From an optimization exercise on the open Yosys and OpenROAD flow, aimed at small area; shortcuts taken in it are not production practice. Function was checked by simulation only, so behaviour that the tests miss may differ from the original. The clock port is modelled as an ideal driver; clocking choices that lean on that would not hold on a real chip. Power figures rest on the tool's default switching activity, not on a simulated workload.

Design ung_rx_parser, start of the top module:
module ung_rx_parser (
    input  wire        clk,
    input  wire        rst,           
    input  wire        rx_valid,
    input  wire [7:0]  rx_byte,
    output reg         evt_valid,
    output wire [7:0]  evt_addr,
    output wire [31:0] evt_w0,
    output wire [31:0] evt_volume,
    output wire [31:0] evt_amount,
    output wire [31:0] evt_price
);
Settings: LEC_CHECK=0, CAP_MARGIN=20, CORE_MARGIN=2, CORE_UTILIZATION=25, PLACE_DENSITY=0.85, SLEW_MARGIN=20; clock period 10.0 ns.
standard.sh (not shown) runs the stock make flow with config.mk's settings and CLKGATE_MAP_FILE= SYNTH_SCRIPT=/design/flow/synth_recipe.tcl, a recipe that flattens the netlist after the stock synthesis.
==> flow/flow/run.sh <==
#!/bin/bash
# The standard layout (standard.sh: standard synthesis, floorplan, place,
# CTS, route, finish) with these changes:
#  - the port buffers that global placement inserts use the smallest buffer
#    cell instead of the default one;
#  - clock tree synthesis uses clkbuf_8 buffers, no dummy loads, and H-tree
#    leaves of up to CTS_LEAF_SINKS registers (flow/cts.py runs ORFS's cts.tcl
#    after setting that limit, which clock_tree_synthesis has no option for).
# Every ORFS step writes its full log under orfs/logs/ (the CTS step's log is
# orfs/logs/.../4_1_cts.log); make's own output goes to make_*.log here.
set -euo pipefail
here=$(pwd)
args=(
  "BUFFER_PORTS_ARGS=-buffer_cell sky130_fd_sc_hd__buf_1"
  "CTS_ARGS=-sink_clustering_enable -repair_clock_nets -dont_use_dummy_load -buf_list sky130_fd_sc_hd__clkbuf_8"
)
export CTS_LEAF_SINKS=20
bash standard.sh "${args[@]}" place > make_place.log 2>&1
bash standard.sh "${args[@]}" "RUN_SCRIPT=$here/flow/cts.py" RUN_LOG_NAME_STEM=4_1_cts run > make_cts.log 2>&1
test -f orfs/results/sky130hd/ung_rx_parser/base/4_1_cts.odb
bash standard.sh "${args[@]}" finish > make_finish.log 2>&1
==> flow/flow/cts.py <==
import os
from openroad import Design, Tech

tech = Tech()
design = Design(tech)
design.getTritonCts().getParms().setNumMaxLeafSinks(int(os.environ["CTS_LEAF_SINKS"]))
design.evalTclString("source $::env(SCRIPTS_DIR)/cts.tcl")
The baseline finished clean.
==> next run, changes <==
==> flow/flow/run.sh (replaced) <==
#!/bin/bash
# The standard layout (standard.sh: standard synthesis, floorplan, place,
# CTS, route, finish) with two settings changed:
#  - the port buffers that global placement inserts use the smallest buffer
#    cell instead of the default one;
#  - clock tree synthesis uses clkbuf_8 buffers and no dummy loads.
# Every ORFS step writes its full log under orfs/logs/; make's own output
# goes to make.log here.
set -euo pipefail
bash standard.sh \
  "BUFFER_PORTS_ARGS=-buffer_cell sky130_fd_sc_hd__buf_1" \
  "CTS_ARGS=-sink_clustering_enable -repair_clock_nets -dont_use_dummy_load -buf_list sky130_fd_sc_hd__clkbuf_8" \
  finish > make.log 2>&1
- PLACE_DENSITY: 0.85 -> 0.6
removed: flow/flow/cts.py
Final cell count rose slightly.
Cell area rose slightly.
Routed wire length rose slightly.
Count of clock-buffer cells in the layout rose by 8.
==> next run, changes <==
- CAP_MARGIN: 20 -> 0
- SLEW_MARGIN: 20 -> 0
=>
- The new run finished clean
- total power barely changes
- area after synthesis stays the same
- clock-buffer cell count is unchanged
- wire length rises by 0.40%
- worst hold slack hardly moves
- fmax stays flat
- global-route usage is unchanged
==> next run, changes <==
--- a/flow/flow/run.sh
+++ b/flow/flow/run.sh
@@ -3 +3,3 @@
-# CTS, route, finish) with two settings changed:
+# CTS, route, finish) with these settings changed:
+#  - floorplan removes the buffers that ABC put in during synthesis
+#    (repair_design and repair_timing later add what the layout needs);
@@ -10,0 +13 @@
+  "REMOVE_ABC_BUFFERS=1" \
- CAP_MARGIN: 0 -> 20
- SLEW_MARGIN: 0 -> 20
The new run completed without violations.
Combinational power decreases by about 2.8%.
Cell count rises by about 1%.
Via count came out lower by 0.56%.
Sequential power hardly moves.
==> next run, changes <==
==> flow/flow/run.sh (replaced) <==
#!/bin/bash
# The standard layout (standard.sh: standard synthesis, floorplan, place,
# CTS, route, finish) with these changes:
#  - the port buffers that global placement inserts use the smallest buffer
#    cell instead of the default one;
#  - clock tree synthesis uses clkbuf_8 buffers, no dummy loads, and H-tree
#    leaves of up to CTS_LEAF_SINKS registers (flow/cts.py runs ORFS's cts.tcl
#    after setting that limit, which clock_tree_synthesis has no option for).
# Every ORFS step writes its full log under orfs/logs/ (the CTS step's log is
# orfs/logs/.../4_1_cts.log); make's own output goes to make_*.log here.
set -euo pipefail
here=$(pwd)
args=(
  "SKIP_REPAIR_TIE_FANOUT=1"
  "BUFFER_PORTS_ARGS=-buffer_cell sky130_fd_sc_hd__buf_1"
  "CTS_ARGS=-sink_clustering_enable -repair_clock_nets -dont_use_dummy_load -buf_list sky130_fd_sc_hd__clkbuf_8"
)
export CTS_LEAF_SINKS=20
bash standard.sh "${args[@]}" place > make_place.log 2>&1
bash standard.sh "${args[@]}" "RUN_SCRIPT=$here/flow/cts.py" RUN_LOG_NAME_STEM=4_1_cts run > make_cts.log 2>&1
test -f orfs/results/sky130hd/ung_rx_parser/base/4_1_cts.odb
bash standard.sh "${args[@]}" finish > make_finish.log 2>&1
==> flow/flow/cts.py (new file) <==
import os
from openroad import Design, Tech

tech = Tech()
design = Design(tech)
design.getTritonCts().getParms().setNumMaxLeafSinks(int(os.environ["CTS_LEAF_SINKS"]))
design.evalTclString("source $::env(SCRIPTS_DIR)/cts.tcl")
- PLACE_DENSITY: 0.6 -> 0.85
=> Hold slack barely changes. Clock-buffer cell count went down by 8. Non-clock buffer count went down by 9. Cell count went down by about 4.3%. First-iteration DRC count went up by about 15%. Power went down by 9.9%. Combinational power went up by 2.9%.

==> afterwards: timing with drivers on the ports <==
In the flow no input, the clock included, has a driving cell. The finished layouts below were timed again as built, in two steps. Step 1, drivers: a clkbuf_16 drives clk and a buf_2 each remaining input, both assumed. Step 2 times the ports against the registers' clock, not the clock port: input delays grow and output delays shrink by t, the midpoint of the rising clock arrivals with the driver on. Slacks: ideal / step 1 / step 2; pairs: ideal / step 1.
run	t (ns)	slack for setup (ns)	slew at the worst register clock pin (ns)	worst slew at a driven data input, ns
the first run	0.396	0.256 / 0.256 / 0.256	0.11 / 0.11	0.06
the second run	0.447	0.240 / 0.240 / 0.240	0.08 / 0.08	0.04
the third run	0.450	0.241 / 0.241 / 0.241	0.08 / 0.08	0.05
the fourth run	0.467	0.315 / 0.315 / 0.315	0.09 / 0.09	0.05
the fifth run	0.389	0.269 / 0.269 / 0.269	0.11 / 0.11	0.08
After both steps every run listed still meets setup and hold.
